From an optimization exercise on the open Yosys and OpenROAD flow, aimed at small area, a short achievable clock period and few clock cycles per item; shortcuts taken in it are not production practice. At most, simulation tests tie the RTL to the original design; equivalence was not proved. Function not checked in run 4: the RTL went through the layout flow alone. Power and IR drop assume default switching activity.

File: design/flow/config.mk
export PLATFORM = sky130hd
export DESIGN_NAME = pha_engine
export DESIGN_NICKNAME = pha_engine
export VERILOG_FILES = /design/flow/design.v
export SDC_FILE = /design/flow/constraint.sdc
export NUM_CORES = 4
export LEC_CHECK = 0
export CAP_MARGIN = 20
export CORE_MARGIN = 2
export CORE_UTILIZATION = 45
export CTS_BUF_LIST = sky130_fd_sc_hd__clkbuf_8
export PLACE_DENSITY = 0.65
export SLEW_MARGIN = 20
File: design/flow/constraint.sdc
create_clock -name core_clock -period 28.0 [get_ports {clk}]
set_input_delay 5.6000 -clock core_clock [delete_from_list [all_inputs] [get_ports {clk}]]
set_output_delay 5.6000 -clock core_clock [all_outputs]
set_load 0.01 [all_outputs]
File: design/flow/design.v
module pha_engine (
    input  wire        clk,
    input  wire        rst,
    input  wire        cmd_valid,
    output wire        cmd_ready,
    input  wire [31:0] cmd,
    output wire        rsp_valid,
    output wire [1:0]  rsp_status,
    output wire [13:0] rsp_result,
    output wire [3:0]  rsp_bpe,
    output wire [8:0]  rsp_pal_len,
    output wire        mem_en,
    output reg         mem_we,
    output reg  [10:0] mem_addr,
    output reg  [63:0] mem_wdata,
    input  wire [63:0] mem_rdata
);
    localparam integer HB = 8;                      
    localparam [10:0]  CLR_LAST = 11'd1023 + (11'd1 << HB);
    localparam [10-HB:0] BKT = 1 << (10 - HB);      
    localparam [3:0] OP_INIT = 4'h1;
    localparam [3:0] OP_GET  = 4'h2;
    localparam [3:0] OP_SET  = 4'h3;
    localparam [3:0] OP_PEEK = 4'h4;
    localparam [1:0] ST_OK       = 2'd0;
    localparam [1:0] ST_ILLEGAL  = 2'd1;
    localparam [1:0] ST_REJECTED = 2'd2;
    localparam [2:0] S_CLR  = 3'd0;   
    localparam [2:0] S_IDLE = 3'd1;   
    localparam [2:0] S_SH   = 3'd2;   
    localparam [2:0] S_SR   = 3'd3;   
    localparam [2:0] S_SC   = 3'd4;   
    localparam [2:0] S_ACK  = 3'd5;   
    localparam [2:0] S_PR   = 3'd6;   
    localparam [2:0] S_SCN  = 3'd7;   
    reg [2:0]  state;
    reg [8:0]  pal_len;
    reg        direct;
    reg        fault;
    reg [1:0]  epoch;
    reg [10:0] ctr;       
    reg [13:0] vq;        
    reg        t1;        
    reg        tq;        
    reg        t2;        
    reg        t_peek;
    reg [1:0]  t_slot;
    reg        rv;        
    reg [1:0]  rst_q;     
    wire [3:0]  op   = cmd[3:0];
    wire [1:0]  slot = cmd[5:4];
    wire [9:0]  cwrd = cmd[15:6];
    wire [13:0] v    = cmd[29:16];
    reg legal;
    always @(*) begin
        case (op)
            OP_INIT: legal = (cmd[31:4] == 28'd0);
            OP_GET:  legal = (cmd[31:16] == 16'd0);
            OP_SET:  legal = (cmd[31:30] == 2'd0);
            OP_PEEK: legal = (cmd[31:16] == 16'd0);
            default: legal = 1'b0;
        endcase
    end
    wire [15:0] t_sv  = mem_rdata[16*t_slot +: 16];
    wire        t_ok  = (t_sv[15:14] == epoch);
    wire [13:0] t_val = t_ok ? t_sv[13:0] : 14'd0;
    wire        t_np  = t1 & t_peek & ~direct & t_ok & (|t_sv[13:0]);
    wire        m0     = (mem_rdata[15:0]  == {epoch, vq});
    wire        m1     = (mem_rdata[47:32] == {epoch, vq});
    wire        b_hit  = m0 | m1;
    wire [7:0]  b_k    = m0 ? mem_rdata[23:16] : mem_rdata[55:48];
    wire        b_e0   = (mem_rdata[31:30] == epoch);    
    wire        b_full = b_e0 & (mem_rdata[63:62] == epoch);
    wire        pal_full = pal_len[8];
    wire        t2_miss  = t2 & ~b_hit & b_full;    
    wire [10:0] nxt_b    = {ctr[10:HB], ctr[HB-1:0] + 1'b1};
    wire        w_clr = (state == S_CLR);
    wire        st_sc = (state == S_SC) | (state == S_SCN);
    wire        w_bkt = (state == S_SH);
    reg  [3:0]  w_sel;
    always @(*) begin
        w_sel = 4'b1111;
        if (st_sc) w_sel = 4'b0001 << slot;
        if (w_bkt)         w_sel = b_e0 ? 4'b1100 : 4'b0011;
    end
    wire [1:0]  w_ep   = w_clr ? 2'b11 : epoch;
    wire [13:0] w_even = w_clr ? 14'd0 : vq;
    wire [13:0] w_odd  = w_clr ? 14'd0 : w_bkt ? {6'd0, pal_len[7:0]} : vq;
    integer g;
    always @(*) begin
        for (g = 0; g < 4; g = g + 1)
            mem_wdata[16*g +: 16] = w_sel[g] ? {w_ep, (g % 2 == 1) ? w_odd : w_even}
                                             : mem_rdata[16*g +: 16];
    end
    wire stall  = t_np | tq | t2_miss;
    wire go     = (state == S_IDLE) & cmd_valid & ~stall;
    wire is_set = (op == OP_SET);
    wire set_h  = ~direct & (|v);    
    assign cmd_ready = ((state == S_IDLE) & ~stall & ~is_set) |
                       st_sc | (state == S_ACK);
    assign mem_en = 1'b1;
    wire [10:0] a_cell = {1'b0, cwrd};
    wire        sh_cell = b_hit;
    wire        sh_ins  = ~b_hit & ~b_full;
    always @(*) begin
        mem_we   = 1'b0;
        mem_addr = a_cell;
        case (state)
            S_CLR: begin
                mem_we   = 1'b1;
                mem_addr = ctr;
            end
            S_IDLE: begin
                if (tq)
                    mem_addr = ctr;
                else if (is_set & set_h)
                    mem_addr = {BKT, v[HB-1:0]};
            end
            S_SH: begin
                mem_we = sh_ins;
                if (!sh_cell) mem_addr = ctr;
            end
            S_PR: mem_addr = ctr;
            S_SC, S_SCN: mem_we = 1'b1;
            default: ;
        endcase
    end
    assign rsp_valid   = rv | (t1 & ~t_np) | (t2 & ~t2_miss);
    assign rsp_status  = rst_q;
    assign rsp_result  = t1 ? t_val : (t2 & b_hit) ? {6'd0, b_k} : 14'd0;
    assign rsp_pal_len = pal_len;
    assign rsp_bpe     = direct          ? 4'd14 :
                         (pal_len > 128) ? 4'd8  :
                         (pal_len > 64)  ? 4'd7  :
                         (pal_len > 32)  ? 4'd6  :
                         (pal_len > 16)  ? 4'd5  : 4'd4;
    always @(posedge clk) begin
        rv <= 1'b0;
        t1 <= 1'b0;
        tq <= t_np | t2_miss;
        t2 <= tq;
        if (t_np) begin
            vq  <= t_sv[13:0];
            ctr <= {BKT, t_sv[HB-1:0]};
        end
        if (t2_miss)
            ctr <= nxt_b;
        if (rst) begin
            state   <= S_CLR;
            ctr     <= 11'd0;
            epoch   <= 2'd0;
            pal_len <= 9'd1;
            direct  <= 1'b0;
            fault   <= 1'b0;
            tq      <= 1'b0;
            t2      <= 1'b0;
            rst_q   <= ST_OK;
        end else begin
            case (state)
                S_CLR: begin
                    ctr <= ctr + 11'd1;
                    if (ctr == CLR_LAST) state <= S_IDLE;
                end
                S_IDLE: begin
                    if (go) begin
                        rst_q <= ST_OK;
                        if (fault) begin
                            rv    <= ~is_set;
                            rst_q <= ST_REJECTED;
                            if (is_set) state <= S_ACK;
                        end else if (!legal) begin
                            rv    <= ~is_set;
                            rst_q <= ST_ILLEGAL;
                            fault <= 1'b1;
                            if (is_set) state <= S_ACK;
                        end else begin
                            case (op)
                                OP_INIT: begin
                                    rv      <= 1'b1;
                                    pal_len <= 9'd1;
                                    direct  <= 1'b0;
                                    epoch   <= epoch + 2'd1;
                                    if (epoch == 2'd2) begin
                                        epoch <= 2'd0;
                                        ctr   <= 11'd0;
                                        state <= S_CLR;
                                    end
                                end
                                OP_SET: begin
                                    vq    <= v;
                                    ctr   <= {BKT, v[HB-1:0]};
                                    state <= set_h ? S_SH : S_SC;
                                end
                                default: begin  
                                    t1     <= 1'b1;
                                    t_peek <= (op == OP_PEEK);
                                    t_slot <= slot;
                                end
                            endcase
                        end
                    end
                end
                S_SH: begin
                    if (b_hit) begin
                        state <= S_SC;
                    end else if (b_full) begin
                        ctr   <= nxt_b;
                        state <= S_PR;
                    end else begin
                        state <= S_SR;
                    end
                end
                S_SR: state <= S_SCN;
                S_PR: state <= S_SH;
                S_SC: begin
                    rv    <= 1'b1;
                    state <= S_IDLE;
                end
                S_SCN: begin
                    rv    <= 1'b1;
                    state <= S_IDLE;
                    if (pal_full) begin
                        direct  <= 1'b1;
                        pal_len <= 9'd0;
                    end else begin
                        pal_len <= pal_len + 9'd1;
                    end
                end
                S_ACK: begin
                    rv    <= 1'b1;
                    state <= S_IDLE;
                end
                default: state <= S_IDLE;
            endcase
        end
    end
endmodule
File: design/flow/flow/run.sh
#!/bin/bash
# The standard layout (standard.sh) with two changes:
#  - plain buf_1 cells as the port buffers;
#  - synthesis maps logic with yosys's own ABC script for liberty cells
#    (run by flow/my_synth.tcl) instead of ORFS's delay script. The
#    registers, the -nofsm -noshare synth, the flattening and the
#    renaming are as in synth_recipe.tcl.
# Each tool's output goes to the ORFS logs under orfs/logs; make's own
# output goes to standard.log.
set -o pipefail
here=$(pwd)
sed "s#SYNTH_SCRIPT=[^ ]*synth_recipe.tcl#SYNTH_SCRIPT=$here/flow/my_synth.tcl#" standard.sh > my_standard.sh
export BUFFER_PORTS_ARGS="-buffer_cell sky130_fd_sc_hd__buf_1"
export MY_ABC_D=3000
bash my_standard.sh > standard.log 2>&1
File: design/flow/flow/my_synth.tcl
proc synth {args} { yosys synth -nofsm -noshare {*}$args }
# Technology mapping with the ABC script named by MY_ABC_SCRIPT (yosys's
# own script for liberty cells if unset) instead of ORFS's delay script,
# with a delay target of MY_ABC_D ps if set.
proc abc {args} {
  set i [lsearch -exact $args -script]
  if {$i >= 0} { set args [lreplace $args $i [expr {$i + 1}]] }
  set i [lsearch -exact $args -D]
  if {$i >= 0} { set args [lreplace $args $i [expr {$i + 1}]] }
  if {[info exists ::env(MY_ABC_D)] && $::env(MY_ABC_D) ne ""} { lappend args -D $::env(MY_ABC_D) }
  if {[info exists ::env(MY_ABC_SCRIPT)] && $::env(MY_ABC_SCRIPT) ne ""} { set args [linsert $args 0 -script $::env(MY_ABC_SCRIPT)] }
  yosys abc {*}$args
}
source $::env(SCRIPTS_DIR)/synth.tcl
# left out here: clear keep_hierarchy, flatten, clean up, hide names made inside functions, write 1_2_yosys.v
File: design/flow/standard.sh
#!/bin/bash
# synth_recipe.tcl (not shown) runs the flow's synth.tcl, then flattens the netlist and writes it again
# the make line also repeats each setting of config.mk as NAME=value (left out here)
make -C /OpenROAD-flow-scripts/flow DESIGN_CONFIG=/design/flow/config.mk WORK_HOME=/design/flow/orfs CLKGATE_MAP_FILE= SYNTH_SCRIPT=/design/flow/synth_recipe.tcl "${@:-finish}"
==> results of run 1 <==
[cell families (layout without fill, tap and decap cells)]
| group | count (synthesis) | count (layout) | synth area share |
|---|---|---|---|
| compound gates | 211 | 211 | 0.268 |
| xor+xnor | 41 | 41 | 0.0745 |
| fa+ha+maj | 3 | 3 | 0.00779 |
| buf+inv | 56 | 237 | 0.0462 |
| flops | 50 | 50 | 0.214 |
| mux | 36 | 36 | 0.114 |
| other cells | 1 | 1 | 0.000778 |
| simple gates | 284 | 284 | 0.275 |
[per-layer routing]
layer,vias up,track usage,wire (um)
met5,-,0,7
met3,46,0.0466,1610
li1,2856,-,-
met4,2,0.123,661
met1,2936,0.433,8180
met2,334,0.577,9890
[sequential cells by signal, summed over array words and instances, names as in the netlist]
signal / flops
rst_q: 2
t_slot: 2
state: 3
rv: 1
fault: 1
direct: 1
vq: 14
epoch: 2
tq: 1
t_peek: 1
pal_len: 9
t2: 1
ctr: 11
t1: 1
[stage by stage]
stage / hold slack, ns / worst slack (ns) / instances / total power [mW]
3_3_place_gp: 0.494 / 14.15 / 991 / 0.135
2_1_floorplan: 0.487 / 14.41 / 682 / 0.111
6_report: 0.533 / 14.03 / 999 / 0.189
4_1_cts: 0.527 / 14.07 / 999 / 0.188
3_5_place_dp: 0.494 / 14.09 / 991 / 0.136
5_1_grt: 0.534 / 13.82 / 999 / 0.197
[synthesized netlist by cell type, types with 2 or more instances]
master / count / area [um^2]
sky130_fd_sc_hd__a211o_1: 2 / 17.5
sky130_fd_sc_hd__a211oi_1: 3 / 22.5
sky130_fd_sc_hd__a21boi_0: 2 / 15.0
sky130_fd_sc_hd__a21o_1: 3 / 22.5
sky130_fd_sc_hd__a21oi_1: 32 / 160
sky130_fd_sc_hd__a222oi_1: 6 / 60.1
sky130_fd_sc_hd__a22o_1: 8 / 70.1
sky130_fd_sc_hd__a22oi_1: 9 / 67.6
sky130_fd_sc_hd__a2bb2oi_1: 5 / 43.8
sky130_fd_sc_hd__a31oi_1: 8 / 50.1
sky130_fd_sc_hd__a32oi_1: 3 / 26.3
sky130_fd_sc_hd__and2_1: 7 / 43.8
sky130_fd_sc_hd__and3_1: 10 / 62.6
sky130_fd_sc_hd__and4_1: 5 / 43.8
sky130_fd_sc_hd__buf_1: 3 / 11.3
sky130_fd_sc_hd__buf_2: 4 / 20.0
sky130_fd_sc_hd__buf_4: 2 / 15.0
sky130_fd_sc_hd__clkbuf_1: 31 / 116
sky130_fd_sc_hd__dfxtp_1: 47 / 941
sky130_fd_sc_hd__edfxtp_1: 3 / 90.1
sky130_fd_sc_hd__ha_1: 3 / 37.5
sky130_fd_sc_hd__inv_1: 16 / 60.1
sky130_fd_sc_hd__mux2i_1: 21 / 210
sky130_fd_sc_hd__mux4_2: 15 / 338
sky130_fd_sc_hd__nand2_1: 128 / 480
sky130_fd_sc_hd__nand2b_1: 7 / 43.8
sky130_fd_sc_hd__nand3_1: 10 / 50.1
sky130_fd_sc_hd__nand3b_1: 3 / 22.5
sky130_fd_sc_hd__nand4_1: 7 / 43.8
sky130_fd_sc_hd__nor2_1: 58 / 218
sky130_fd_sc_hd__nor2b_1: 4 / 25.0
sky130_fd_sc_hd__nor3_1: 15 / 75.1
sky130_fd_sc_hd__nor4_1: 12 / 75.1
sky130_fd_sc_hd__nor4b_1: 4 / 35.0
sky130_fd_sc_hd__o211ai_1: 6 / 45.0
sky130_fd_sc_hd__o21ai_0: 103 / 515
sky130_fd_sc_hd__o22a_1: 5 / 43.8
sky130_fd_sc_hd__o22ai_1: 2 / 12.5
sky130_fd_sc_hd__o31ai_1: 6 / 45.0
sky130_fd_sc_hd__or2_2: 3 / 18.8
sky130_fd_sc_hd__or3_1: 4 / 25.0
sky130_fd_sc_hd__or4_1: 3 / 22.5
sky130_fd_sc_hd__xnor2_1: 15 / 131
sky130_fd_sc_hd__xor2_1: 26 / 228
[cell type report]
cell class                 count  area, um^2
fill                        1094        4570
inverter                      16        60.1
multi-input combinational    576        3600
clock buffer                   5        68.8
sequential                    50        1030
clock inverter                 3        40.0
tap                          136         170
timing repair buffer         213         830
[power by group through the flow]
stage	logic (mW)	registers [mW]	clock network (mW)
6_report	0.0588	0.0772	0.0531
5_1_grt	0.0632	0.0776	0.0558
3_5_place_dp	0.0571	0.0787	0
4_1_cts	0.0574	0.0770	0.0534
2_1_floorplan	0.0328	0.0781	0
3_3_place_gp	0.0566	0.0788	0
[worst register-to-register path, stage by stage (launching register included)]
cell and delay, ns:
sky130_fd_sc_hd__edfxtp_1 0.68, sky130_fd_sc_hd__buf_4 0.31, sky130_fd_sc_hd__mux4_2 0.58, sky130_fd_sc_hd__or4_1 0.51, sky130_fd_sc_hd__nor4_1 0.47, sky130_fd_sc_hd__nor4bb_4 0.10, sky130_fd_sc_hd__buf_4 0.26, sky130_fd_sc_hd__nand4b_1 0.47
sky130_fd_sc_hd__nor3_1 0.92, sky130_fd_sc_hd__a22oi_1 0.21, sky130_fd_sc_hd__a21oi_1 0.19
[final timing paths]
kind	startpoint	to	slack, ns	cells after the start
setup / recovery	mem_rdata[8]	mem_addr[2]	14.03	10
hold / removal	rst_q[0]	rst_q[0]	0.53	1
setup reg to reg	t_slot[1]	ctr[1]	23.24	10
hold reg to reg	rst_q[0]	rst_q[0]	0.53	1
==> out/qor.tcl, run 1 <==
set qor(setup_viol) 0
set qor(path_max_fanout) 12
set qor(grt_pass1_wl_um) 30200
set qor(sequential_share_of_power) 0.408
set qor(timing.critical_path.arrival_ns) 8.37
set qor(number_of_antenna_violations_at_the_first_check_in_global_routing) 1
set qor(cts_hold_buffers) 0
set qor(wirelength_um) 20400
set qor(place_congestion) 0.939
set qor(fin_tns_setup_ns) 0
set qor(maxCapViolCount) 0
set qor(detail_route.iter0.violations) 556
set qor(first_global_vias) 5604
set qor(kind_of_capture_point_of_the_worst_setup_path) {output port}
set qor(design.portCount) 207
set qor(die_height_um) 107
set qor(postCtsSetupRepairBufs) 0
set qor(floorplan.initialDensity) 0.465
set qor(cts_buffers) 5
set qor(critical_path.top_delay_family) {simple AND/OR/NAND/NOR gates}
set qor(yosys_most_used_dff) {sky130_fd_sc_hd__dfxtp_1}
set qor(antenna_left) 0
set qor(clk_latency_ns) 0.31
set qor(clock_sinks) 50
set qor(synth-seq-cells) 50
set qor(p_sw_frac) 0.361
set qor(synth_unique_cells) 57
set qor(finalHoldViolCount) 0
set qor(grtUsageTotal) 0.338
set qor(path_category_of_the_worst_min_delay_check) {reg2reg}
set qor(dpl-instance-area_um2) 5690
set qor(final.min_clock_period_ns) 13.97
set qor(combPwrFrac) 0.311
set qor(vias_per_cell) 6.18
set qor(routed-via-count) 6174
set qor(power.density_cell_area_nw_per_um2) 32.6
set qor(required_ns) 22.40
set qor(antennaDiodeCount) 0
set qor(total_leakage_power_nw) 2.05
set qor(max-vdd-ir-drop_v) 0.0000241
set qor(clk_path_buf_depth) 2
set qor(cts.repair.resized) 0
set qor(power.net_switching_mw) 0.0683
set qor(seq_area_frac_synth) 0.214
set qor(critical_path.max_stage_delay_ns) 0.64
set qor(final_common_cell) {sky130_fd_sc_hd__buf_1}
set qor(clock_power_share) 0.281
set qor(intPower_mw) 0.121
set qor(most-common-layout-cells) {sky130_fd_sc_hd__buf_1, sky130_fd_sc_hd__nand2_1, sky130_fd_sc_hd__o21ai_0}
set qor(synth.cell_area_um2) 4820
set qor(final_layout_size_suffix_gt1_frac) 0.0440
set qor(post_layout_util) 0.560
set qor(design.final.nets) 964
set qor(globalRouteOverflowTotal) 0
set qor(cp.buffers_inverters) 3
set qor(syn_avg_cell_area_um2) 7.07
set qor(number_of_synthesized_flops_with_an_enable_pin) 3
set qor(postSynthCellCount) 682
set qor(yosysWarnings) 1
set qor(rsz0062_at_grt) {false}
set qor(tritoncts_clock_tree) {done}
set qor(port_buffers) 205
set qor(floorplan.core_area_um2) 10400
set qor(cts-root-buf) {sky130_fd_sc_hd__clkbuf_8}
set qor(fin_worst_skew_ns) 0.00876
set qor(dp.final_hpwl_um) 16000
set qor(criticalPathCategory) {in2out}
set qor(clk_pin_slew_ns) 0.10
set qor(synthArstFlopShare) 0
set qor(clock_tree.htree_level_count) 2
set qor(final_cell_area_um2) 5800
set qor(die_w_um) 107
set qor(routed_wire_length_per_instance_um) 20.4
set qor(crit_path_cell_trace) {buf_1 -> xor2_1 -> nor4_1 -> nand4_1 -> or3_1 -> nand3_1 -> nand3_1 -> a222oi_1 -> inv_1 -> buf_1}
set qor(drt-pass1-iter-count) 6
set qor(max_freq_ghz) 0.0716
set qor(critical-path-slowest-cell) {sky130_fd_sc_hd__or3_1}
set qor(crit_path_start_kind) {input port}
set qor(die-area_um2) 11600
set qor(placementRows) 37
set qor(syn2layout_area_growth_pct) 20.4
set qor(route.detailed.drc) 0
set qor(worst-slew-pin-transition_ns) 1.02
set qor(run_status) {no timing/DRC/antenna violations}
set qor(grt_max_degree) 33
set qor(postSynthNetCount) 784
set qor(post_route_fraction_of_the_period_consumed_by_the_critical_path) 0.499
set qor(timing_max_transition_violations_final) 0
set qor(maxSlewHeadroom) 0.320
Testbench counts, summed over its fixed seeds: cycles 72,309, cmds 28,816.
==> run 2: changes to the inputs <==
--- a/design/flow/config.mk
+++ b/design/flow/config.mk
@@ -9,5 +9,5 @@
 export CORE_MARGIN = 2
-export CORE_UTILIZATION = 45
+export CORE_UTILIZATION = 40
 export CTS_BUF_LIST = sky130_fd_sc_hd__clkbuf_8
-export PLACE_DENSITY = 0.65
+export PLACE_DENSITY = 0.7
 export SLEW_MARGIN = 20
==> run 2 against run 1 <==
Sequential cell count did not move. Critical path type unchanged. Worst hold slack got worse by 0.015 ns. Synthesized cell count did not move. Sequential power rose by 0.6%. Via count fell by 0.23%. Combinational power fell by 3%. Core utilization fell by 7.0 points. Register-to-register slack got worse by 0.03 ns. Total power fell by 0.39%. Sequential share of layout area barely moved. Wire length fell by 2.0%.
==> out/qor.tcl, run 2 <==
set qor(die_w_um) 114
set qor(design.final.nets) 962
set qor(r2r_end) {ctr[1]}
set qor(intPower_mw) 0.121
set qor(most-common-layout-cells) {sky130_fd_sc_hd__buf_1, sky130_fd_sc_hd__nand2_1, sky130_fd_sc_hd__o21ai_0}
set qor(routed-via-count) 6160
set qor(synth.top_cells.by_area) {sky130_fd_sc_hd__dfxtp_1, sky130_fd_sc_hd__o21ai_0, sky130_fd_sc_hd__nand2_1}
set qor(crit_path_start_kind) {input port}
set qor(wirelength_um) 20000
set qor(synth.cell_area_um2) 4820
set qor(die-area_um2) 12900
set qor(cts_buffers) 5
set qor(clk_latency_ns) 0.32
set qor(yosysWarnings) 1
set qor(place_congestion) 0.944
set qor(fillers) 1233
set qor(clk_pin_slew_ns) 0.11
set qor(placementRows) 40
set qor(clock_tree.htree_level_count) 2
set qor(die_height_um) 114
set qor(fin_tns_setup_ns) 0
set qor(synth-seq-cells) 50
set qor(maxCapViolCount) 0
set qor(critical-path-slowest-cell) {sky130_fd_sc_hd__or3_1}
set qor(kind_of_capture_point_of_the_worst_setup_path) {output port}
set qor(grt_max_degree) 33
set qor(path_category_of_the_worst_min_delay_check) {reg2reg}
set qor(route.detailed.drc) 0
set qor(holdPathEnd) {t2}
set qor(yosys-top-cells-count) {sky130_fd_sc_hd__nand2_1, sky130_fd_sc_hd__o21ai_0, sky130_fd_sc_hd__nor2_1}
set qor(grt_pass1_wl_um) 29800
set qor(yosys_most_used_dff) {sky130_fd_sc_hd__dfxtp_1}
set qor(final.min_clock_period_ns) 14.03
set qor(drt-pass1-iter-count) 5
set qor(cp.buffers_inverters) 2
set qor(fin_hold_ws_ns) 0.518
set qor(final_cell_area_um2) 5810
set qor(synthDominantCellAreaShare) 0.195
set qor(postCtsSetupRepairBufs) 0
set qor(clock_sinks) 50
set qor(globalRouteOverflowTotal) 0
set qor(fin_worst_skew_ns) 0.0183
set qor(floorplan.core_area_um2) 11900
set qor(synth_largest_area_cell) {sky130_fd_sc_hd__dfxtp_1}
set qor(tritoncts_clock_tree) {done}
set qor(criticalPathCategory) {in2out}
set qor(routed_wire_length_per_instance_um) 19.8
set qor(critical_path.top_delay_family) {simple AND/OR/NAND/NOR gates}
set qor(worst-slew-pin-transition_ns) 1.05
set qor(port_buffers) 205
set qor(p_sw_frac) 0.359
set qor(timing.critical_path.arrival_ns) 8.43
set qor(cell_with_the_most_instances_after_synthesis) {sky130_fd_sc_hd__nand2_1}
set qor(reg2reg_slack_ns) 23.21
set qor(crit_path_cell_trace) {buf_1 -> xor2_1 -> nor4_1 -> nand4_1 -> or3_1 -> nand4_1 -> nand2b_1 -> o41ai_1 -> buf_1}
set qor(syn2layout_area_growth_pct) 20.6
set qor(holdCritStartpoint) {tq}
set qor(finalHoldViolCount) 0
set qor(combPwrFrac) 0.304
set qor(worstHoldPathCells) 1
set qor(setup_viol) 0
set qor(detail_route.iter0.violations) 609
set qor(clk_path_buf_depth) 2
set qor(reg.largest.list) {vq: 14 flops, ctr: 11 flops, pal_len: 9 flops}
set qor(antenna_left) 0
set qor(number_of_flip_flops_under_the_largest_register_name) 14
set qor(worst_r2r_startpoint) {t_slot[1]}
set qor(total_leakage_power_nw) 2.04
set qor(floorplan.initialDensity) 0.406
set qor(dp.final_hpwl_um) 15700
set qor(antennaDiodeCount) 0
set qor(reg2reg_depth) 10
set qor(synth_unique_cells) 57
set qor(path_max_fanout) 12
set qor(synthArstFlopShare) 0
set qor(maxSlewHeadroom) 0.298
set qor(dpl-instance-area_um2) 5700
set qor(sequential_share_of_power) 0.412
set qor(run_status) {no timing/DRC/antenna violations}
set qor(cts.repair.resized) 0
set qor(number_of_antenna_violations_at_the_first_check_in_global_routing) 0
set qor(design.portCount) 207
set qor(timing_max_transition_violations_final) 0
set qor(first_global_vias) 5437
set qor(syn_avg_cell_area_um2) 7.07
set qor(seq_area_frac_synth) 0.214
set qor(required_ns) 22.40
set qor(postSynthCellCount) 682
set qor(cts-root-buf) {sky130_fd_sc_hd__clkbuf_8}
set qor(vias_per_cell) 6.11
set qor(final_layout_size_suffix_gt1_frac) 0.0430
set qor(final_common_cell) {sky130_fd_sc_hd__buf_1}
set qor(number_of_synthesized_flops_with_an_enable_pin) 3
set qor(clock_power_share) 0.283
set qor(post_route_fraction_of_the_period_consumed_by_the_critical_path) 0.501
set qor(power.net_switching_mw) 0.0676
set qor(critical_path.max_stage_delay_ns) 0.65
set qor(max-vdd-ir-drop_v) 0.0000246
set qor(postSynthNetCount) 784
set qor(largest_register) {vq}
set qor(grtUsageTotal) 0.294
set qor(rsz0062_at_grt) {false}
set qor(cts_hold_buffers) 0
set qor(power.density_cell_area_nw_per_um2) 32.4
set qor(max_freq_ghz) 0.0713
-- run 2: cell counts after synthesis --
No cell type changed its count.
-- run 2: through the flow --
stage | worst slack [ns] | power [mW] | cells | utilization
after floorplan | 14.41 | 0.111 | 682 | -
after global placement | 14.09 | 0.135 | 1000 | 0.480
after detailed placement | 14.11 | 0.135 | 1000 | 0.480
after CTS | 14.10 | 0.187 | 1008 | 0.489
after global routing | 13.78 | 0.197 | 1008 | 0.490
final | 13.97 | 0.188 | 1008 | 0.490
-- run 2: cells by family after synthesis --
| group | synth area share |
|---|---|
| simple gates | 0.275 |
| compound gates | 0.268 |
| buf+inv | 0.0462 |
| flops | 0.214 |
| xor+xnor | 0.0745 |
| mux | 0.114 |
| fa+ha+maj | 0.00779 |
| other cells | 0.000778 |
-- run 2: power groups by stage --
stage | Sequential, mW | Combinational, mW | Clock, mW
finish | 0.0777 | 0.0573 | 0.0534
global route | 0.0782 | 0.0620 | 0.0563
CTS | 0.0774 | 0.0564 | 0.0527
detailed placement | 0.0791 | 0.0560 | 0
global placement | 0.0791 | 0.0561 | 0
floorplan | 0.0781 | 0.0328 | 0
-- run 2: worst max path at each step --
stage	startpoint	end	slack [ns]	cells after the start
CTS	mem_rdata[8]	cmd_ready	14.10	9
detailed placement	mem_rdata[34]	cmd_ready	14.11	8
floorplan	mem_rdata[50]	cmd_ready	14.41	8
global placement	mem_rdata[50]	cmd_ready	14.09	8
finish	mem_rdata[8]	cmd_ready	13.97	9
global route	mem_rdata[8]	cmd_ready	13.78	9
-- run 2: per-layer routing --
metal	track usage	vias up	routed length, um
li1	-	2867	-
met1	0.382	2910	8000
met2	0.474	322	9310
met3	0.0399	61	1610
met4	0.163	0	1040
met5	0	-	0
-- run 2: layout make-up --
class	instances	area (um^2)	share of cell area
Clock inverter	3	40.0	0.00689
Tap cell	147	184	0.0316
Timing Repair Buffer	211	816	0.140
Multi-Input combinational cell	576	3610	0.622
Inverter	16	60.1	0.0103
Clock buffer	5	68.8	0.0118
Sequential cell	50	1030	0.177
==> run 3: changes to the inputs <==
--- a/design/flow/config.mk
+++ b/design/flow/config.mk
@@ -11,3 +11,3 @@
 export CTS_BUF_LIST = sky130_fd_sc_hd__clkbuf_8
-export PLACE_DENSITY = 0.7
+export PLACE_DENSITY = 0.6
 export SLEW_MARGIN = 20
==> run 3 against run 2 <==
Sequential cell count unchanged. Still clean on timing, DRC and antenna. Worst setup slack gained 0.071 ns. Wire length up 4.6%. Sequential power hardly changed. Worst hold slack improved by 0.016 ns. Cell count unchanged. Clock power is 3.9% lower. Count of clock-buffer cells in the layout up 3.
==> out/qor.tcl, run 3 <==
set qor(run_status) {no timing/DRC/antenna violations}
set qor(syn2layout_area_growth_pct) 20.7
set qor(path_max_fanout) 10
set qor(grt_pass1_wl_um) 31000
set qor(fin_worst_skew_ns) 0.00994
set qor(max_freq_ghz) 0.0716
set qor(cts_hold_buffers) 0
set qor(detail_route.iter0.violations) 507
set qor(place_congestion) 0.965
set qor(maxCapViolCount) 0
set qor(synth_top_family_by_area) {simple AND/OR/NAND/NOR gates}
set qor(most-common-layout-cells) {sky130_fd_sc_hd__buf_1, sky130_fd_sc_hd__nand2_1, sky130_fd_sc_hd__o21ai_0}
set qor(yosys-mux-area-fraction) 0.114
set qor(routed-via-count) 6077
set qor(first_global_vias) 5533
set qor(cts.repair.resized) 0
set qor(clk_latency_ns) 0.32
set qor(grtUsageTotal) 0.309
set qor(maxSlewHeadroom) 0.292
set qor(synth_xor_xnor_area_share) 0.0745
set qor(final_common_cell) {sky130_fd_sc_hd__buf_1}
set qor(path_category_of_the_worst_min_delay_check) {reg2reg}
set qor(timing.critical_path.arrival_ns) 8.36
set qor(number_of_synthesized_flops_with_an_enable_pin) 3
set qor(final_layout_size_suffix_gt1_frac) 0.0430
set qor(clk_pin_slew_ns) 0.09
set qor(antenna_left) 0
set qor(port_buffers) 205
set qor(post_route_fraction_of_the_period_consumed_by_the_critical_path) 0.498
set qor(postCtsSetupRepairBufs) 0
set qor(required_ns) 22.40
set qor(max-vdd-ir-drop_v) 0.0000235
set qor(synthArstFlopShare) 0
set qor(synth.cell_area_um2) 4820
set qor(total_leakage_power_nw) 2.04
set qor(final_cell_area_um2) 5820
set qor(synth_largest_area_cell) {sky130_fd_sc_hd__dfxtp_1}
set qor(yosysWarnings) 1
set qor(number_of_antenna_violations_at_the_first_check_in_global_routing) 0
set qor(globalRouteOverflowTotal) 0
set qor(cts_buffers) 5
set qor(criticalPathCategory) {in2out}
set qor(yosys.area_share.simple) 0.275
set qor(postSynthCellCount) 682
set qor(wirelength_um) 20900
set qor(syn_avg_cell_area_um2) 7.07
set qor(final.min_clock_period_ns) 13.96
set qor(setup_viol) 0
set qor(grt_max_degree) 33
set qor(cell_with_the_most_instances_after_synthesis) {sky130_fd_sc_hd__nand2_1}
set qor(clock_sinks) 50
set qor(drt-pass1-iter-count) 7
set qor(die_height_um) 114
set qor(vias_per_cell) 6.03
set qor(die-area_um2) 12900
set qor(dpl-instance-area_um2) 5690
set qor(placementRows) 40
set qor(number_of_flip_flops_under_the_largest_register_name) 14
set qor(timing_max_transition_violations_final) 0
set qor(antennaDiodeCount) 0
set qor(clk_path_buf_depth) 2
set qor(clock_tree.htree_level_count) 2
set qor(floorplan.core_area_um2) 11900
set qor(fillers) 1271
set qor(regArea_um2) 1030
set qor(synthDominantCellAreaShare) 0.195
set qor(adder_cell_area_share_of_the_yosys_netlist) 0.00779
set qor(design.final.nets) 962
set qor(tritoncts_clock_tree) {done}
set qor(crit_path_start_kind) {input port}
set qor(design.portCount) 207
set qor(power.density_cell_area_nw_per_um2) 32.2
set qor(cts-root-buf) {sky130_fd_sc_hd__clkbuf_8}
set qor(postSynthNetCount) 784
set qor(fin_tns_setup_ns) 0
set qor(seq_area_frac_synth) 0.214
set qor(multi_input_area_um2) 3620
set qor(yosys_most_used_dff) {sky130_fd_sc_hd__dfxtp_1}
set qor(rsz0062_at_grt) {false}
set qor(synth-seq-cells) 50
set qor(synth-compound-area-share) 0.268
set qor(floorplan.initialDensity) 0.406
set qor(finalHoldViolCount) 0
set qor(kind_of_capture_point_of_the_worst_setup_path) {output port}
set qor(synth_unique_cells) 57
set qor(route.detailed.drc) 0
set qor(routed_wire_length_per_instance_um) 20.7
set qor(synth.top_cells.by_area) {sky130_fd_sc_hd__dfxtp_1, sky130_fd_sc_hd__o21ai_0, sky130_fd_sc_hd__nand2_1}
set qor(dp.final_hpwl_um) 16600
set qor(reg.largest.list) {vq: 14 flops, ctr: 11 flops, pal_len: 9 flops}
set qor(die_w_um) 114
set qor(largest_register) {vq}
set qor(yosys-top-cells-count) {sky130_fd_sc_hd__nand2_1, sky130_fd_sc_hd__o21ai_0, sky130_fd_sc_hd__nor2_1}
set qor(worst-slew-pin-transition_ns) 1.05
run 3: cell counts after synthesis:
No cell type changed its count.
run 3: where the power goes:
part | internal, mW | leakage, nW | switching, mW
Sequential | 0.0740 | 0.407 | 0.00339
Combinational | 0.0203 | 1.57 | 0.0384
Clock | 0.0250 | 0.0575 | 0.0262
run 3: layer usage:
| metal | up-vias | track usage | wire, um |
|---|---|---|---|
| met3 | 50 | 0.0446 | 1610 |
| met2 | 286 | 0.526 | 10100 |
| met5 | - | 0 | 0 |
| met4 | 0 | 0.116 | 717 |
| li1 | 2862 | - | - |
| met1 | 2879 | 0.397 | 8460 |
run 3: worst paths after layout:
check             cells past startpoint    startpoint   endpoint  slack, ns
setup / recovery                      8  mem_rdata[2]  cmd_ready      14.04
hold / removal                        1      rst_q[0]   rst_q[0]       0.53
setup reg to reg                      9     t_slot[0]     ctr[7]      23.27
hold reg to reg                       1      rst_q[0]   rst_q[0]       0.53
run 3: critical path, stage by stage:
cell                       delay (ns)
sky130_fd_sc_hd__buf_1           0.12
sky130_fd_sc_hd__mux4_2          0.53
sky130_fd_sc_hd__or4_1           0.54
sky130_fd_sc_hd__nor4_1          0.53
sky130_fd_sc_hd__nor4bb_4        0.10
sky130_fd_sc_hd__nand2b_1        0.35
sky130_fd_sc_hd__o41ai_1         0.36
sky130_fd_sc_hd__buf_1           0.21
run 3: cells by family after synthesis:
kind of cell	Yosys count
AOI/OAI and AO/OA	211
xor gates and xnor gates	41
adders and majority gates	3
buffers and inverters	56
DFF	50
muxes	36
other	1
and+or+nand+nor	284
run 3: layout make-up:
type                            count  area share
Clock buffer                        8      0.0189
Timing Repair Buffer              211       0.140
Multi-Input combinational cell    576       0.622
Inverter                           16      0.0103
Tap cell                          147      0.0316
Sequential cell                    50       0.177
run 3: stage by stage:
| stage | utilization | setup slack [ns] | std cells | hold WS (ns) | total power [mW] |
|---|---|---|---|---|---|
| after floorplan | - | 14.41 | 682 | 0.487 | 0.111 |
| after global placement | 0.479 | 14.20 | 1000 | 0.493 | 0.136 |
| after detailed placement | 0.480 | 14.04 | 1000 | 0.510 | 0.136 |
| after CTS | 0.489 | 14.05 | 1008 | 0.542 | 0.187 |
| after global routing | 0.491 | 13.81 | 1008 | 0.568 | 0.196 |
| final | 0.491 | 14.04 | 1008 | 0.534 | 0.187 |
==> run 4: changes to the inputs <==
--- a/design/flow/design.v
+++ b/design/flow/design.v
@@ -66,3 +66,3 @@
     wire [13:0] t_val = t_ok ? t_sv[13:0] : 14'd0;
-    wire        t_np  = t1 & t_peek & ~direct & t_ok & (|t_sv[13:0]);
+    wire        t_np  = t1 & t_peek & ~direct & t_ok;
     wire        m0     = (mem_rdata[15:0]  == {epoch, vq});
==> run 4 against run 3 <==
Sequential share of layout area down 0.39 points. Total power down 21%. Sequential power down 6.1%. Maximum frequency down 3.0%. Global-route usage down 0.13 points. Worst setup slack worse by 0.43 ns. Largest cell class unchanged.
==> out/qor.tcl, run 4 <==
set qor(antennaDiodeCount) 0
set qor(run_status) {no timing/DRC/antenna violations}
set qor(syn_avg_cell_area_um2) 6.85
set qor(total_leakage_power_nw) 2.09
set qor(cell_with_the_most_instances_after_synthesis) {sky130_fd_sc_hd__nand2_1}
set qor(die-area_um2) 13300
set qor(pre_cts_ws_ns) 13.80
set qor(placementRows) 40
set qor(grtUsageTotal) 0.307
set qor(clk_pin_slew_ns) 0.09
set qor(floorplan.core_area_um2) 12100
set qor(finalNonFillerCells) 1065
set qor(rsz0062_at_grt) {false}
set qor(clk_path_buf_depth) 2
set qor(die_height_um) 115
set qor(design.portCount) 207
set qor(reg2reg_slack_ns) 23.06
set qor(postCtsSetupRepairBufs) 0
set qor(yosys.area_share.simple) 0.298
set qor(post_layout_util) 0.493
set qor(critical-path-slowest-cell) {sky130_fd_sc_hd__nand4_1}
set qor(number_of_flip_flops_under_the_largest_register_name) 14
set qor(yosysWarnings) 1
set qor(path_max_fanout) 11
set qor(fin_worst_skew_ns) 0.00561
set qor(place_inst) 1057
set qor(largest_register) {vq}
set qor(grt_pass1_wl_um) 31300
set qor(worstSetupStartpoint) {mem_rdata[14]}
set qor(cts_hold_buffers) 0
set qor(vias_per_cell) 5.86
set qor(first_global_vias) 5714
set qor(postSynthCellCount) 722
set qor(path_category_of_the_worst_min_delay_check) {reg2reg}
set qor(grt_max_degree) 33
set qor(antenna_left) 0
set qor(yosys-mux-area-fraction) 0.106
set qor(kind_of_capture_point_of_the_worst_setup_path) {output port}
set qor(synthArstFlopShare) 0
set qor(drt-pass1-iter-count) 5
set qor(cts.repair.resized) 0
set qor(wirelength_um) 21400
set qor(holdCritStartpoint) {rst_q[0]}
set qor(yosys-top-cells-count) {sky130_fd_sc_hd__nand2_1, sky130_fd_sc_hd__o21ai_0, sky130_fd_sc_hd__nor2_1}
set qor(clk_latency_ns) 0.32
set qor(setup_viol) 0
set qor(dp.final_hpwl_um) 17000
set qor(power.density_cell_area_nw_per_um2) 25.0
set qor(synth.top_cells.by_area) {sky130_fd_sc_hd__dfxtp_1, sky130_fd_sc_hd__nand2_1, sky130_fd_sc_hd__o21ai_0}
set qor(final.min_clock_period_ns) 14.38
set qor(synthDominantCellAreaShare) 0.190
set qor(syn2layout_area_growth_pct) 20.3
set qor(crit_path_start_kind) {input port}
set qor(reg.largest.list) {vq: 14 flops, ctr: 11 flops, pal_len: 9 flops}
set qor(adder_cell_area_share_of_the_yosys_netlist) 0.00759
set qor(synth-seq-cells) 50
set qor(postSynthNetCount) 824
set qor(maxCapViolCount) 0
set qor(routed_wire_length_per_instance_um) 20.1
set qor(port_buffers) 205
set qor(synth-compound-area-share) 0.259
set qor(route.detailed.drc) 0
set qor(finalHoldViolCount) 0
set qor(critical-path-top-cell-by-count) {sky130_fd_sc_hd__buf_1}
set qor(crit_path_cell_trace) {buf_1 -> xor2_1 -> nor4_1 -> nand4_1 -> o211ai_1 -> o21ai_1 -> nand3b_1 -> nand2_1 -> buf_1}
set qor(synth_unique_cells) 64
set qor(cts_buffers) 5
set qor(cts-root-buf) {sky130_fd_sc_hd__clkbuf_8}
set qor(timing_max_transition_violations_final) 0
set qor(final_common_cell) {sky130_fd_sc_hd__buf_1}
set qor(design.final.nets) 998
set qor(worst_r2r_startpoint) {epoch[0]}
set qor(timing.critical_path.arrival_ns) 8.78
set qor(max_freq_ghz) 0.0695
set qor(worst-slew-pin-transition_ns) 1.05
set qor(number_of_antenna_violations_at_the_first_check_in_global_routing) 0
set qor(die_w_um) 115
set qor(maxSlewHeadroom) 0.300
set qor(final.setup.worst_slack_ns) 13.62
set qor(synth_largest_area_cell) {sky130_fd_sc_hd__dfxtp_1}
set qor(seq_area_frac_synth) 0.208
set qor(yosys_most_used_dff) {sky130_fd_sc_hd__dfxtp_1}
set qor(critical_path.top_delay_family) {simple AND/OR/NAND/NOR gates}
set qor(cp.buffers_inverters) 2
set qor(synth.cell_area_um2) 4950
set qor(tritoncts_clock_tree) {done}
set qor(clock_sinks) 50
set qor(post_route_fraction_of_the_period_consumed_by_the_critical_path) 0.514
set qor(floorplan.initialDensity) 0.410
set qor(fin_tns_setup_ns) 0
set qor(max-vdd-ir-drop_v) 0.0000204
set qor(place_congestion) 0.966
set qor(clock_tree.htree_level_count) 2
set qor(final_layout_size_suffix_gt1_frac) 0.0468
set qor(critical_path.max_stage_delay_ns) 0.80
set qor(fin_hold_ws_ns) 0.529
set qor(globalRouteOverflowTotal) 0
set qor(most-common-layout-cells) {sky130_fd_sc_hd__buf_1, sky130_fd_sc_hd__nand2_1, sky130_fd_sc_hd__o21ai_0}
set qor(number_of_synthesized_flops_with_an_enable_pin) 3
set qor(synth_xor_xnor_area_share) 0.0761
set qor(synth_top_family_by_area) {simple AND/OR/NAND/NOR gates}
set qor(detail_route.iter0.violations) 448
set qor(criticalPathCategory) {in2out}
set qor(routed-via-count) 6246
set qor(required_ns) 22.40
run 4: cell count changes in the layout (fill, tap and decap cells not counted), sizes merged, moves of 5 or more:
cell	before	now
a21oi	32	38
a222oi	6	0
a22o	8	1
a22oi	9	17
a2bb2oi	5	0
mux2	0	6
mux4	15	10
nand2	128	148
nand4	7	13
o22ai	2	8
xor2	26	32
run 4: power breakdown:
part | total [mW] | switching (mW) | leakage [nW] | internal (mW)
clock | 0.0539 | 0.0272 | 0.0547 | 0.0267
combinational | 0.0220 | 0.0139 | 1.64 | 0.00813
sequential | 0.0727 | 0.000641 | 0.404 | 0.0721
total | 0.149 | 0.0418 | 2.09 | 0.107
run 4: cell type report:
cell class / count / area, um^2
well taps: 168 / 210
multi-input cells: 616 / 3730
inverters: 11 / 41.3
clock buffers: 5 / 68.8
fillers: 1279 / 6110
clock inverters: 3 / 43.8
flip-flops and latches: 50 / 1030
repair buffers: 212 / 822
run 4: path summary, 6_finish.rpt:
check | end | cells after the start
hold / removal | rst_q[0] | 1
setup / recovery | cmd_ready | 9
hold reg to reg | rst_q[0] | 1
setup reg to reg | t_peek | 7
run 4: cells by family (layout without fill, tap and decap cells):
family | count (synthesis) | count (layout)
AOI/OAI and AO/OA | 215 | 215
DFF | 50 | 50
adders and majority gates | 3 | 3
other | 1 | 1
muxes | 39 | 39
and+or+nand+nor | 315 | 315
buffers and inverters | 56 | 231
xor gates and xnor gates | 43 | 43
run 4: worst register-to-register path: cells and delay by family, from the launching register on:
| kind | cells | cell delay [ns] |
|---|---|---|
| DFF | 1 | 0.56 |
| AOI/OAI and AO/OA | 1 | 0.60 |
| and+or+nand+nor | 5 | 3.26 |
| xor gates and xnor gates | 1 | 0.15 |
run 4: per-layer routing:
| metal | GRT usage | routed length, um |
|---|---|---|
| met3 | 0.0464 | 1550 |
| met2 | 0.548 | 10600 |
| met4 | 0.0940 | 550 |
| met1 | 0.381 | 8700 |
| met5 | 0 | 0 |
run 4: metrics by stage:
stage	instance area [um^2]	power, mW
after floorplan	4950	0.0828
after global placement	5820	0.0958
after detailed placement	5830	0.0959
after CTS	5940	0.149
after global routing	5950	0.154
final	5950	0.149

==> port drivers added, routing unchanged <==
The results above use ideal ports. As a check the final layouts listed here were re-extracted and re-timed, cells and wires unchanged.
Step 1 sets driving cells, clkbuf_16 on the clock port and buf_2 on the other inputs (assumed; they add their load-dependent delay and slew).
Step 2 moves the port delays by t, midway between the first and last clock arrival at a register: inputs arrive t later, outputs are due t later. That takes back most of the time a late clock gives input paths.
Three values: ideal ports, drivers, drivers and shift; two values: the first two.
| run | t, ns | slack for setup (ns) | worst register clock-pin slew, ns |
|---|---|---|---|
| run 1 | 0.340 | 14.030 / 14.010 / 14.010 | 0.10 / 0.10 |
| run 2 | 0.346 | 13.973 / 13.951 / 13.951 | 0.11 / 0.11 |
| run 3 | 0.345 | 14.043 / 14.015 / 14.015 | 0.10 / 0.10 |
| run 4 | 0.348 | 13.615 / 13.595 / 13.595 | 0.10 / 0.10 |
After both steps setup and hold are still met in every run listed. The setup slack of run 3, which loses most, moves by -0.028 ns with the drivers and by -0.028 ns with both steps.
